This design comes from an exercise in tuning for small area on the open sky130 flow, not from production work.
The RTL was checked by simulation tests, not by an equivalence proof against the original design.

==> build 60: inputs <==
==> flow/design.v (excerpt) <==
module freqres4 (
    input  wire        clk,
    input  wire        rst,
    input  wire [2:0]  cmd_op,
    input  wire [1:0]  cmd_ch,
    input  wire [7:0]  cmd_arg0,
    input  wire [7:0]  cmd_arg1,
    input  wire [1:0]  cmd_flags,
    output reg         out_valid,
    output reg  [1:0]  out_ch,
    output wire [10:0] out_freq
);
    localparam OP_NOTE   = 3'd1;
    localparam OP_EFFECT = 3'd2;
    localparam OP_USEINS = 3'd3;
    localparam OP_STEP   = 3'd4;
    localparam MODE_NONE  = 2'd0;
    localparam MODE_UP    = 2'd1;   
    localparam MODE_DOWN  = 2'd2;   
    localparam MODE_PORTA = 2'd3;   
    wire is_note = (cmd_op == OP_NOTE);
    wire is_eff  = (cmd_op == OP_EFFECT);
    wire is_ins  = (cmd_op == OP_USEINS);
    wire is_step = (cmd_op == OP_STEP);
    wire e08   = is_eff && (cmd_arg1 == 8'h08);
    wire e_sl  = is_eff && (cmd_arg1 == 8'h09 || cmd_arg1 == 8'h0A || cmd_arg1 == 8'h0B);
    wire e0C   = is_eff && (cmd_arg1 == 8'h0C);
    wire e0D   = is_eff && (cmd_arg1 == 8'h0D);
    wire e0E   = is_eff && (cmd_arg1 == 8'h0E);
    wire [11:0] we;
    wire [6:0]  b_note;
    wire [10:0] b_cur;
    wire [1:0]  b_mode;
    wire [7:0]  b_speed, b_tune;
    wire [3:0]  b_ax, b_ay;
    wire [1:0]  b_aph;
    wire [3:0]  b_vsp, b_vex;
    wire [7:0]  b_vdl, b_vcnt;
    wire [3:0]  b_vtm;
    wire [1:0]  b_vph;
    wire [11:0] b_ip;
    wire [6:0]  q_note [0:3];
  ...
export LEC_CHECK = 0
export ABC_AREA = 1
export CAP_MARGIN = 20
export CORE_MARGIN = 2
export CORE_UTILIZATION = 60
export SLEW_MARGIN = 20
create_clock -name core_clock -period 15.0 [get_ports {clk}]
standard.sh (not shown) runs the stock make flow with config.mk's settings and CLKGATE_MAP_FILE= SYNTH_SCRIPT=/design/flow/synth_recipe.tcl, a recipe that flattens the netlist after the stock synthesis.
==> flow/flow/run.sh <==
#!/bin/bash
# The standard layout (standard.sh), with three changes:
#  - synthesis runs flow/area_synth.tcl: the standard synthesis script, but
#    ABC maps the logic for area (flow/abc_area.script) and only full adders
#    are extracted as adder cells. Flip-flops are mapped before both steps, so
#    the registers are the standard synthesis's.
#  - clock tree: no dummy loads, clkbuf_8 buffers, at most 18 sinks per
#    cluster.
#  - ports are buffered with buf_2 cells.
# Each ORFS step writes its log under orfs/logs/; make's output is layout.log.
set -euo pipefail
W=$PWD
export CTS_ARGS="-sink_clustering_enable -repair_clock_nets -dont_use_dummy_load -buf_list sky130_fd_sc_hd__clkbuf_8 -sink_clustering_size 18 -sink_clustering_max_diameter 80"
export BUFFER_PORTS_ARGS="-buffer_cell sky130_fd_sc_hd__buf_2"
sed "s#SYNTH_SCRIPT=[^ ]*#SYNTH_SCRIPT=$W/flow/area_synth.tcl#" standard.sh > area_standard.sh
grep -q "SYNTH_SCRIPT=$W/flow/area_synth.tcl" area_standard.sh
bash area_standard.sh > layout.log 2>&1
==> flow/flow/abc_area.script <==
strash; dc2; dch -f; amap; topo; stime -c; buffer -c; upsize -c; dnsize -c
==> flow/flow/area_synth.tcl <==
# The standard synthesis (synth_recipe.tcl in the work folder), except that
# ABC maps the combinational logic with an area-oriented script and only full
# adders are extracted as adder cells. Flip-flops are
# mapped before ABC runs, so the registers are the standard synthesis's.
set area_flow_dir [file dirname [file normalize [info script]]]
set ::area_abc_script [file join $area_flow_dir abc_area.script]
proc abc {args} {
  set i [lsearch -exact $args -script]
  if { $i >= 0 } {
    lset args [expr { $i + 1 }] $::area_abc_script
  }
  yosys abc {*}$args
}
proc extract_fa {args} {
  yosys extract_fa -fa {*}$args
}
source [file join [file dirname $area_flow_dir] synth_recipe.tcl]
==> trial 68: changes against build 60 <==
--- a/flow/design.v
+++ b/flow/design.v
@@ -167,12 +167,13 @@
 ) (
     input  wire        clk,
     input  wire        rst,
     input  wire        sel,
     input  wire [11:0] we,
     input  wire [6:0]  b_note,
+    input  wire [10:0] b_tn,
     input  wire [10:0] b_cur,
     input  wire [1:0]  b_mode,
     input  wire [7:0]  b_speed,
     input  wire [7:0]  b_tune,
     input  wire [3:0]  b_ax,
     input  wire [3:0]  b_ay,
@@ -182,12 +183,13 @@
     input  wire [7:0]  b_vdl,
     input  wire [7:0]  b_vcnt,
     input  wire [3:0]  b_vtm,
     input  wire [1:0]  b_vph,
     input  wire [11:0] b_ip,
     output reg  [6:0]  note,
+    output wire [10:0] tn,
     output wire [10:0] cur,
     output wire [1:0]  mode,
     output wire [7:0]  speed,
     output wire [7:0]  tune,
     output reg  [3:0]  ax,
     output reg  [3:0]  ay,
@@ -205,40 +207,42 @@
         if (en[0]) note <= b_note;
         if (en[4]) begin ax <= b_ax; ay <= b_ay; end
         if (en[5]) aph <= b_aph;
     end
     generate
         if (NOISE) begin : g_noise
-            assign cur = 11'd0; assign mode = 2'd0;
+            assign tn = 11'd0;  assign cur = 11'd0; assign mode = 2'd0;
             assign speed = 8'd0; assign tune = 8'd0; assign vsp = 4'd0;
             assign vex = 4'd0;   assign vdl = 8'd0;  assign vcnt = 8'd0;
             assign vtm = 4'd0;   assign vph = 2'd0;  assign ip = 12'd0;
         end else begin : g_tone
+            reg  [10:0] tn_r;
             reg  [10:0] cur_r;
             reg  [1:0]  mode_r;
             reg  [7:0]  speed_r;
             reg  [7:0]  tune_r;
             reg  [3:0]  vsp_r;
             reg  [3:0]  vex_r;
             reg  [7:0]  vdl_r;
             reg  [7:0]  vcnt_r;
             reg  [3:0]  vtm_r;
             reg  [1:0]  vph_r;
             reg  [11:0] ip_r;
             always @(posedge clk) begin
+                if (en[0])  tn_r <= b_tn;
                 if (en[1])  cur_r <= b_cur;
                 if (en[2])  begin mode_r <= b_mode; speed_r <= b_speed; end
                 if (en[3])  tune_r <= b_tune;
                 if (en[6])  begin vsp_r <= b_vsp; vex_r <= b_vex; end
                 if (en[7])  vdl_r <= b_vdl;
                 if (en[8])  vcnt_r <= b_vcnt;
                 if (en[9])  vtm_r <= b_vtm;
                 if (en[10]) vph_r <= b_vph;
                 if (en[11]) ip_r <= b_ip;
             end
-            assign {cur, mode, speed, tune, vsp, vex, vdl, vcnt, vtm, vph, ip} = {cur_r, mode_r, speed_r, tune_r, vsp_r, vex_r, vdl_r, vcnt_r, vtm_r, vph_r, ip_r};
+            assign {tn, cur, mode, speed, tune, vsp, vex, vdl, vcnt, vtm, vph, ip} = {tn_r, cur_r, mode_r, speed_r, tune_r, vsp_r, vex_r, vdl_r, vcnt_r, vtm_r, vph_r, ip_r};
         end
     endgenerate
 endmodule
 module fr_add #(
     parameter W = 8
 ) (
@@ -456,23 +460,25 @@
     wire e_sl  = is_eff && (cmd_arg1 == 8'h09 || cmd_arg1 == 8'h0A || cmd_arg1 == 8'h0B);
     wire e0C   = is_eff && (cmd_arg1 == 8'h0C);
     wire e0D   = is_eff && (cmd_arg1 == 8'h0D);
     wire e0E   = is_eff && (cmd_arg1 == 8'h0E);
     wire [11:0] we;
     wire [6:0]  b_note;
+    wire [10:0] b_tn;
     wire [10:0] b_cur;
     wire [1:0]  b_mode;
     wire [7:0]  b_speed, b_tune;
     wire [3:0]  b_ax, b_ay;
     wire [1:0]  b_aph;
     wire [3:0]  b_vsp, b_vex;
     wire [7:0]  b_vdl, b_vcnt;
     wire [3:0]  b_vtm;
     wire [1:0]  b_vph;
     wire [11:0] b_ip;
     wire [6:0]  q_note [0:3];
+    wire [10:0] q_tn   [0:3];
     wire [10:0] q_cur  [0:3];
     wire [1:0]  q_mode [0:3];
     wire [7:0]  q_speed[0:3];
     wire [7:0]  q_tune [0:3];
     wire [3:0]  q_ax   [0:3];
     wire [3:0]  q_ay   [0:3];
@@ -486,17 +492,17 @@
     wire [11:0] q_ip   [0:3];
     genvar c;
     generate
         for (c = 0; c < 4; c = c + 1) begin : g_ch
             fr_channel #(.NOISE(c == 3 ? 1 : 0)) u_ch (
                 .clk(clk), .rst(rst), .sel(cmd_ch == c), .we(we),
-                .b_note(b_note), .b_cur(b_cur), .b_mode(b_mode),
+                .b_note(b_note), .b_tn(b_tn), .b_cur(b_cur), .b_mode(b_mode),
                 .b_speed(b_speed), .b_tune(b_tune), .b_ax(b_ax), .b_ay(b_ay),
                 .b_aph(b_aph), .b_vsp(b_vsp), .b_vex(b_vex), .b_vdl(b_vdl),
                 .b_vcnt(b_vcnt), .b_vtm(b_vtm), .b_vph(b_vph), .b_ip(b_ip),
-                .note(q_note[c]), .cur(q_cur[c]), .mode(q_mode[c]),
+                .note(q_note[c]), .tn(q_tn[c]), .cur(q_cur[c]), .mode(q_mode[c]),
                 .speed(q_speed[c]), .tune(q_tune[c]), .ax(q_ax[c]), .ay(q_ay[c]),
                 .aph(q_aph[c]), .vsp(q_vsp[c]), .vex(q_vex[c]), .vdl(q_vdl[c]),
                 .vcnt(q_vcnt[c]), .vtm(q_vtm[c]), .vph(q_vph[c]), .ip(q_ip[c])
             );
         end
     endgenerate
@@ -508,36 +514,37 @@
     endfunction
     function [11:0] rd3;
         input [3:0]  s;
         input [11:0] v0, v1, v2;
         rd3 = ({12{s[0]}} & v0) | ({12{s[1]}} & v1) | ({12{s[2]}} & v2);
     endfunction
-    wire [6:0]  r_nreg  = rd4(chs, q_note[0], q_note[1], q_note[2], q_note[3]);
-    wire        no_note = r_nreg[6] && r_nreg[5];
-    wire [6:0]  r_note  = {r_nreg[6] && !r_nreg[5], r_nreg[5] && !r_nreg[6], r_nreg[4:0]};
+    wire [6:0]  r_note  = rd4(chs, q_note[0], q_note[1], q_note[2], q_note[3]);
     wire [3:0]  r_ax    = rd4(chs, q_ax[0], q_ax[1], q_ax[2], q_ax[3]);
     wire [3:0]  r_ay    = rd4(chs, q_ay[0], q_ay[1], q_ay[2], q_ay[3]);
     wire [1:0]  r_aph   = rd4(chs, q_aph[0], q_aph[1], q_aph[2], q_aph[3]);
+    wire [10:0] r_tn    = rd3(chs, q_tn[0], q_tn[1], q_tn[2]);
     wire [10:0] r_cur   = rd3(chs, q_cur[0], q_cur[1], q_cur[2]);
     wire [1:0]  r_mode  = rd3(chs, q_mode[0], q_mode[1], q_mode[2]);
     wire [7:0]  r_speed = rd3(chs, q_speed[0], q_speed[1], q_speed[2]);
     wire [7:0]  r_tune  = rd3(chs, q_tune[0], q_tune[1], q_tune[2]);
     wire [3:0]  r_vsp   = rd3(chs, q_vsp[0], q_vsp[1], q_vsp[2]);
     wire [3:0]  r_vex   = rd3(chs, q_vex[0], q_vex[1], q_vex[2]);
     wire [7:0]  r_vdl   = rd3(chs, q_vdl[0], q_vdl[1], q_vdl[2]);
     wire [7:0]  r_vcnt  = rd3(chs, q_vcnt[0], q_vcnt[1], q_vcnt[2]);
     wire [3:0]  r_vtm   = rd3(chs, q_vtm[0], q_vtm[1], q_vtm[2]);
     wire [1:0]  r_vph   = rd3(chs, q_vph[0], q_vph[1], q_vph[2]);
     wire [11:0] r_ip    = rd3(chs, q_ip[0], q_ip[1], q_ip[2]);
     wire [6:0]  n2;
-    wire [10:0] tone_a, tone_b;
+    wire [10:0] tone_x;
     wire [7:0]  noise_b;
-    fr_tone_rom  u_rom_a (.note(is_note ? cmd_arg0[6:0] : r_note), .freq(tone_a));
-    fr_tone_rom  u_rom_b (.note(n2), .freq(tone_b));
+    fr_tone_rom  u_rom   (.note(is_note ? cmd_arg0[6:0] : n2), .freq(tone_x));
     fr_noise_rom u_rom_n (.note(n2), .ctrl(noise_b));
-    wire [10:0] target = {11{!no_note}} & tone_a;
+    wire [10:0] tone_b = tone_x;
+    wire [10:0] target = r_tn;
+    wire        tn0    = (r_tn == 11'd0);
+    wire [10:0] tone_a = r_tn | {5'd0, tn0, 1'b0, tn0, tn0, 2'b00};
     wire [11:0] p_sum;
     wire        p_co;
     fr_add #(12) u_padd (.a(r_ip), .b({{4{cmd_arg1[7]}}, cmd_arg1}), .ci(1'b0), .s(p_sum), .co(p_co));
     wire        p_ovf = (r_ip[11] == cmd_arg1[7]) && (p_sum[11] != r_ip[11]);
     wire [11:0] ip_new = !cmd_flags[1] ? r_ip :
                          p_ovf ? {r_ip[11], {11{!r_ip[11]}}} : p_sum;
@@ -596,14 +603,15 @@
     assign we[7]  = e0D;
     assign we[8]  = is_note || (is_step && vib_on && !vcnt0);
     assign we[9]  = is_note || e0C || (is_step && vib_act);
     assign we[10] = is_note || e0C || (is_step && vib_act && vwrap);
     assign we[11] = is_ins || (is_step && cmd_flags[1]);
     wire [7:0] a0 = {8{!rst}} & cmd_arg0;
-    assign b_note  = {{2{rst}} | cmd_arg0[6:5], a0[4:0]};   
-    assign b_cur   = {11{!rst}} & (is_note ? tone_a : cur_new);
+    assign b_note  = a0[6:0];
+    assign b_tn    = {11{!rst}} & tone_x;
+    assign b_cur   = {11{!rst}} & (is_note ? tone_x : cur_new);
     assign b_mode  = {2{!rst && cmd_arg0 != 8'd0}} & cmd_arg1[1:0];
     assign b_speed = a0;
     assign b_tune  = {rst || cmd_arg0[7], a0[6:0]};   
     assign b_ax    = a0[7:4];
     assign b_ay    = a0[3:0];
     assign b_aph   = {2{!rst && is_step}} & aph_next;
@@ -615,16 +623,16 @@
     assign b_vph   = {2{!rst && is_step}} & (r_vph + 2'd1);
     assign b_ip    = {12{!rst && is_step}} & ip_new;
     reg [13:0] ro_s, ro_c;
     always @(posedge clk) begin
         out_valid <= !rst && is_step;
         out_ch    <= cmd_ch;
-        ro_s      <= ~(chs[3] ? {6'd0, noise_b} : rs_s);   
-        ro_c      <= ~({14{!chs[3]}} & rs_c);
+        ro_s      <= chs[3] ? {6'd0, noise_b} : rs_s;
+        ro_c      <= {14{!chs[3]}} & rs_c;
     end
     wire [3:0] ochs = {out_ch == 2'd3, out_ch == 2'd2, out_ch == 2'd1, out_ch == 2'd0};
     wire [10:0] o_cur = rd3(ochs, q_cur[0], q_cur[1], q_cur[2]);
     wire [13:0] f_sum;
-    fr_osum u_osum (.r(~ro_s), .q(~ro_c), .a(o_cur), .s(f_sum));
+    fr_osum u_osum (.r(ro_s), .q(ro_c), .a(o_cur), .s(f_sum));
     assign out_freq = f_sum[13] ? 11'd0 :
                       (f_sum[12] || f_sum[11]) ? 11'd2047 : f_sum[10:0];
 endmodule
==> flow/flow/run.sh (replaced) <==
#!/bin/bash
# The standard layout (standard.sh), with the synthesis script replaced by
# flow/area_synth.tcl: the same synthesis, but ABC maps for area.
set -euo pipefail
W=$PWD
sed "s#SYNTH_SCRIPT=[^ ]*#SYNTH_SCRIPT=$W/flow/area_synth.tcl#" standard.sh > area_standard.sh
grep -q "SYNTH_SCRIPT=$W/flow/area_synth.tcl" area_standard.sh
bash area_standard.sh > layout.log 2>&1
==> flow/flow/abc_area.script (replaced) <==
strash; dch -f; amap; topo; stime -c; buffer -c; upsize -c; dnsize -c
==> flow/flow/area_synth.tcl (replaced) <==
# The standard synthesis (synth_recipe.tcl in the work folder), except that
# ABC maps the combinational logic with an area-oriented script. Flip-flops are
# mapped before ABC runs, so the registers are the standard synthesis's.
set area_flow_dir [file dirname [file normalize [info script]]]
set ::area_abc_script [file join $area_flow_dir abc_area.script]
proc abc {args} {
  set i [lsearch -exact $args -script]
  if { $i >= 0 } {
    lset args [expr { $i + 1 }] $::area_abc_script
  }
  yosys abc {*}$args
}
source [file join [file dirname $area_flow_dir] synth_recipe.tcl]
Settings changed: CORE_UTILIZATION 60 to 70, CTS_BUF_LIST set to sky130_fd_sc_hd__clkbuf_8, CTS_CLUSTER_SIZE set to 30.
==> trial 35: changes against build 60 <==
--- a/flow/design.v
+++ b/flow/design.v
@@ -167,12 +167,13 @@
 ) (
     input  wire        clk,
     input  wire        rst,
     input  wire        sel,
     input  wire [11:0] we,
     input  wire [6:0]  b_note,
+    input  wire        b_has,
     input  wire [10:0] b_cur,
     input  wire [1:0]  b_mode,
     input  wire [7:0]  b_speed,
     input  wire [7:0]  b_tune,
     input  wire [3:0]  b_ax,
     input  wire [3:0]  b_ay,
@@ -182,12 +183,13 @@
     input  wire [7:0]  b_vdl,
     input  wire [7:0]  b_vcnt,
     input  wire [3:0]  b_vtm,
     input  wire [1:0]  b_vph,
     input  wire [11:0] b_ip,
     output reg  [6:0]  note,
+    output wire        has,
     output wire [10:0] cur,
     output wire [1:0]  mode,
     output wire [7:0]  speed,
     output wire [7:0]  tune,
     output reg  [3:0]  ax,
     output reg  [3:0]  ay,
@@ -205,40 +207,42 @@
         if (en[0]) note <= b_note;
         if (en[4]) begin ax <= b_ax; ay <= b_ay; end
         if (en[5]) aph <= b_aph;
     end
     generate
         if (NOISE) begin : g_noise
-            assign cur = 11'd0; assign mode = 2'd0;
+            assign has = 1'b0;  assign cur = 11'd0; assign mode = 2'd0;
             assign speed = 8'd0; assign tune = 8'd0; assign vsp = 4'd0;
             assign vex = 4'd0;   assign vdl = 8'd0;  assign vcnt = 8'd0;
             assign vtm = 4'd0;   assign vph = 2'd0;  assign ip = 12'd0;
         end else begin : g_tone
+            reg  has_r;
             reg  [10:0] cur_r;
             reg  [1:0]  mode_r;
             reg  [7:0]  speed_r;
             reg  [7:0]  tune_r;
             reg  [3:0]  vsp_r;
             reg  [3:0]  vex_r;
             reg  [7:0]  vdl_r;
             reg  [7:0]  vcnt_r;
             reg  [3:0]  vtm_r;
             reg  [1:0]  vph_r;
             reg  [11:0] ip_r;
             always @(posedge clk) begin
+                if (en[0])  has_r <= b_has;
                 if (en[1])  cur_r <= b_cur;
                 if (en[2])  begin mode_r <= b_mode; speed_r <= b_speed; end
                 if (en[3])  tune_r <= b_tune;
                 if (en[6])  begin vsp_r <= b_vsp; vex_r <= b_vex; end
                 if (en[7])  vdl_r <= b_vdl;
                 if (en[8])  vcnt_r <= b_vcnt;
                 if (en[9])  vtm_r <= b_vtm;
                 if (en[10]) vph_r <= b_vph;
                 if (en[11]) ip_r <= b_ip;
             end
-            assign {cur, mode, speed, tune, vsp, vex, vdl, vcnt, vtm, vph, ip} = {cur_r, mode_r, speed_r, tune_r, vsp_r, vex_r, vdl_r, vcnt_r, vtm_r, vph_r, ip_r};
+            assign {has, cur, mode, speed, tune, vsp, vex, vdl, vcnt, vtm, vph, ip} = {has_r, cur_r, mode_r, speed_r, tune_r, vsp_r, vex_r, vdl_r, vcnt_r, vtm_r, vph_r, ip_r};
         end
     endgenerate
 endmodule
 module fr_add #(
     parameter W = 8
 ) (
@@ -456,23 +460,25 @@
     wire e_sl  = is_eff && (cmd_arg1 == 8'h09 || cmd_arg1 == 8'h0A || cmd_arg1 == 8'h0B);
     wire e0C   = is_eff && (cmd_arg1 == 8'h0C);
     wire e0D   = is_eff && (cmd_arg1 == 8'h0D);
     wire e0E   = is_eff && (cmd_arg1 == 8'h0E);
     wire [11:0] we;
     wire [6:0]  b_note;
+    wire        b_has;
     wire [10:0] b_cur;
     wire [1:0]  b_mode;
     wire [7:0]  b_speed, b_tune;
     wire [3:0]  b_ax, b_ay;
     wire [1:0]  b_aph;
     wire [3:0]  b_vsp, b_vex;
     wire [7:0]  b_vdl, b_vcnt;
     wire [3:0]  b_vtm;
     wire [1:0]  b_vph;
     wire [11:0] b_ip;
     wire [6:0]  q_note [0:3];
+    wire        q_has  [0:3];
     wire [10:0] q_cur  [0:3];
     wire [1:0]  q_mode [0:3];
     wire [7:0]  q_speed[0:3];
     wire [7:0]  q_tune [0:3];
     wire [3:0]  q_ax   [0:3];
     wire [3:0]  q_ay   [0:3];
@@ -486,17 +492,17 @@
     wire [11:0] q_ip   [0:3];
     genvar c;
     generate
         for (c = 0; c < 4; c = c + 1) begin : g_ch
             fr_channel #(.NOISE(c == 3 ? 1 : 0)) u_ch (
                 .clk(clk), .rst(rst), .sel(cmd_ch == c), .we(we),
-                .b_note(b_note), .b_cur(b_cur), .b_mode(b_mode),
+                .b_note(b_note), .b_has(b_has), .b_cur(b_cur), .b_mode(b_mode),
                 .b_speed(b_speed), .b_tune(b_tune), .b_ax(b_ax), .b_ay(b_ay),
                 .b_aph(b_aph), .b_vsp(b_vsp), .b_vex(b_vex), .b_vdl(b_vdl),
                 .b_vcnt(b_vcnt), .b_vtm(b_vtm), .b_vph(b_vph), .b_ip(b_ip),
-                .note(q_note[c]), .cur(q_cur[c]), .mode(q_mode[c]),
+                .note(q_note[c]), .has(q_has[c]), .cur(q_cur[c]), .mode(q_mode[c]),
                 .speed(q_speed[c]), .tune(q_tune[c]), .ax(q_ax[c]), .ay(q_ay[c]),
                 .aph(q_aph[c]), .vsp(q_vsp[c]), .vex(q_vex[c]), .vdl(q_vdl[c]),
                 .vcnt(q_vcnt[c]), .vtm(q_vtm[c]), .vph(q_vph[c]), .ip(q_ip[c])
             );
         end
     endgenerate
@@ -508,18 +514,17 @@
     endfunction
     function [11:0] rd3;
         input [3:0]  s;
         input [11:0] v0, v1, v2;
         rd3 = ({12{s[0]}} & v0) | ({12{s[1]}} & v1) | ({12{s[2]}} & v2);
     endfunction
-    wire [6:0]  r_nreg  = rd4(chs, q_note[0], q_note[1], q_note[2], q_note[3]);
-    wire        no_note = r_nreg[6] && r_nreg[5];
-    wire [6:0]  r_note  = {r_nreg[6] && !r_nreg[5], r_nreg[5] && !r_nreg[6], r_nreg[4:0]};
+    wire [6:0]  r_note  = rd4(chs, q_note[0], q_note[1], q_note[2], q_note[3]);
     wire [3:0]  r_ax    = rd4(chs, q_ax[0], q_ax[1], q_ax[2], q_ax[3]);
     wire [3:0]  r_ay    = rd4(chs, q_ay[0], q_ay[1], q_ay[2], q_ay[3]);
     wire [1:0]  r_aph   = rd4(chs, q_aph[0], q_aph[1], q_aph[2], q_aph[3]);
+    wire        r_has   = rd3(chs, q_has[0], q_has[1], q_has[2]);
     wire [10:0] r_cur   = rd3(chs, q_cur[0], q_cur[1], q_cur[2]);
     wire [1:0]  r_mode  = rd3(chs, q_mode[0], q_mode[1], q_mode[2]);
     wire [7:0]  r_speed = rd3(chs, q_speed[0], q_speed[1], q_speed[2]);
     wire [7:0]  r_tune  = rd3(chs, q_tune[0], q_tune[1], q_tune[2]);
     wire [3:0]  r_vsp   = rd3(chs, q_vsp[0], q_vsp[1], q_vsp[2]);
     wire [3:0]  r_vex   = rd3(chs, q_vex[0], q_vex[1], q_vex[2]);
@@ -531,13 +536,13 @@
     wire [6:0]  n2;
     wire [10:0] tone_a, tone_b;
     wire [7:0]  noise_b;
     fr_tone_rom  u_rom_a (.note(is_note ? cmd_arg0[6:0] : r_note), .freq(tone_a));
     fr_tone_rom  u_rom_b (.note(n2), .freq(tone_b));
     fr_noise_rom u_rom_n (.note(n2), .ctrl(noise_b));
-    wire [10:0] target = {11{!no_note}} & tone_a;
+    wire [10:0] target = {11{r_has}} & tone_a;
     wire [11:0] p_sum;
     wire        p_co;
     fr_add #(12) u_padd (.a(r_ip), .b({{4{cmd_arg1[7]}}, cmd_arg1}), .ci(1'b0), .s(p_sum), .co(p_co));
     wire        p_ovf = (r_ip[11] == cmd_arg1[7]) && (p_sum[11] != r_ip[11]);
     wire [11:0] ip_new = !cmd_flags[1] ? r_ip :
                          p_ovf ? {r_ip[11], {11{!r_ip[11]}}} : p_sum;
@@ -596,13 +601,14 @@
     assign we[7]  = e0D;
     assign we[8]  = is_note || (is_step && vib_on && !vcnt0);
     assign we[9]  = is_note || e0C || (is_step && vib_act);
     assign we[10] = is_note || e0C || (is_step && vib_act && vwrap);
     assign we[11] = is_ins || (is_step && cmd_flags[1]);
     wire [7:0] a0 = {8{!rst}} & cmd_arg0;
-    assign b_note  = {{2{rst}} | cmd_arg0[6:5], a0[4:0]};   
+    assign b_note  = a0[6:0];
+    assign b_has   = !rst;
     assign b_cur   = {11{!rst}} & (is_note ? tone_a : cur_new);
     assign b_mode  = {2{!rst && cmd_arg0 != 8'd0}} & cmd_arg1[1:0];
     assign b_speed = a0;
     assign b_tune  = {rst || cmd_arg0[7], a0[6:0]};   
     assign b_ax    = a0[7:4];
     assign b_ay    = a0[3:0];
@@ -615,16 +621,16 @@
     assign b_vph   = {2{!rst && is_step}} & (r_vph + 2'd1);
     assign b_ip    = {12{!rst && is_step}} & ip_new;
     reg [13:0] ro_s, ro_c;
     always @(posedge clk) begin
         out_valid <= !rst && is_step;
         out_ch    <= cmd_ch;
-        ro_s      <= ~(chs[3] ? {6'd0, noise_b} : rs_s);   
-        ro_c      <= ~({14{!chs[3]}} & rs_c);
+        ro_s      <= chs[3] ? {6'd0, noise_b} : rs_s;
+        ro_c      <= {14{!chs[3]}} & rs_c;
     end
     wire [3:0] ochs = {out_ch == 2'd3, out_ch == 2'd2, out_ch == 2'd1, out_ch == 2'd0};
     wire [10:0] o_cur = rd3(ochs, q_cur[0], q_cur[1], q_cur[2]);
     wire [13:0] f_sum;
-    fr_osum u_osum (.r(~ro_s), .q(~ro_c), .a(o_cur), .s(f_sum));
+    fr_osum u_osum (.r(ro_s), .q(ro_c), .a(o_cur), .s(f_sum));
     assign out_freq = f_sum[13] ? 11'd0 :
                       (f_sum[12] || f_sum[11]) ? 11'd2047 : f_sum[10:0];
 endmodule
==> flow/flow/run.sh (replaced) <==
#!/bin/bash
# The standard layout (standard.sh), with the synthesis script replaced by
# flow/area_synth.tcl (the same synthesis, but ABC maps for area) and CTS
# without dummy loads.
set -euo pipefail
W=$PWD
export CTS_ARGS="-sink_clustering_enable -repair_clock_nets -dont_use_dummy_load -buf_list sky130_fd_sc_hd__clkbuf_8 -sink_clustering_size 18 -sink_clustering_max_diameter 80"
export BUFFER_PORTS_ARGS="-buffer_cell sky130_fd_sc_hd__buf_2"
sed "s#SYNTH_SCRIPT=[^ ]*#SYNTH_SCRIPT=$W/flow/area_synth.tcl#" standard.sh > area_standard.sh
grep -q "SYNTH_SCRIPT=$W/flow/area_synth.tcl" area_standard.sh
bash area_standard.sh > layout.log 2>&1
Settings changed: CORE_UTILIZATION 60 to 72.
==> comparison <==
- Utilization, lowest first: build 60, trial 35, trial 68.
- Against build 60, the die area of trial 35 is lower by about 15%.
- Of build 60 and trial 68, trial 68 has the higher global-route usage (gap 2.9 points).
- Between trial 68 and build 60, the lower hold slack is in build 60 (gap 0.017 ns).

==> separate check: timing with driven ports <==
The flow's constraints put no driver on any port. The routed layouts listed below were extracted and timed again, unchanged, in two steps. Step 1 assumes that a clkbuf_16 drives the clock port and a buf_2 every other input. Step 2, shift: input delay + t, output delay - t, t = (earliest + latest rising clock arrival at the registers) / 2. This alone moves slack from input paths to output paths. Slacks: ideal ports / drivers / drivers and shift; pairs: ideal ports / drivers.
run | shift t [ns] | setup slack, ns | hold slack, ns | worst data-port slew with drivers (ns) | cell pins on the clock port's net
build 60 | 0.591 | 1.282 / 1.302 / 0.710 | 0.732 / 0.732 / 0.732 | 0.04 | 1
trial 68 | 0.644 | 1.870 / 1.895 / 1.251 | 0.749 / 0.749 / 0.749 | 0.04 | 1
trial 35 | 0.605 | 1.281 / 1.299 / 0.694 | 0.734 / 0.734 / 0.734 | 0.04 | 1
After both steps every run listed still meets setup and hold. For trial 68, which loses most, drivers alone change the setup slack by +0.025 ns; drivers and shift together by -0.619 ns.
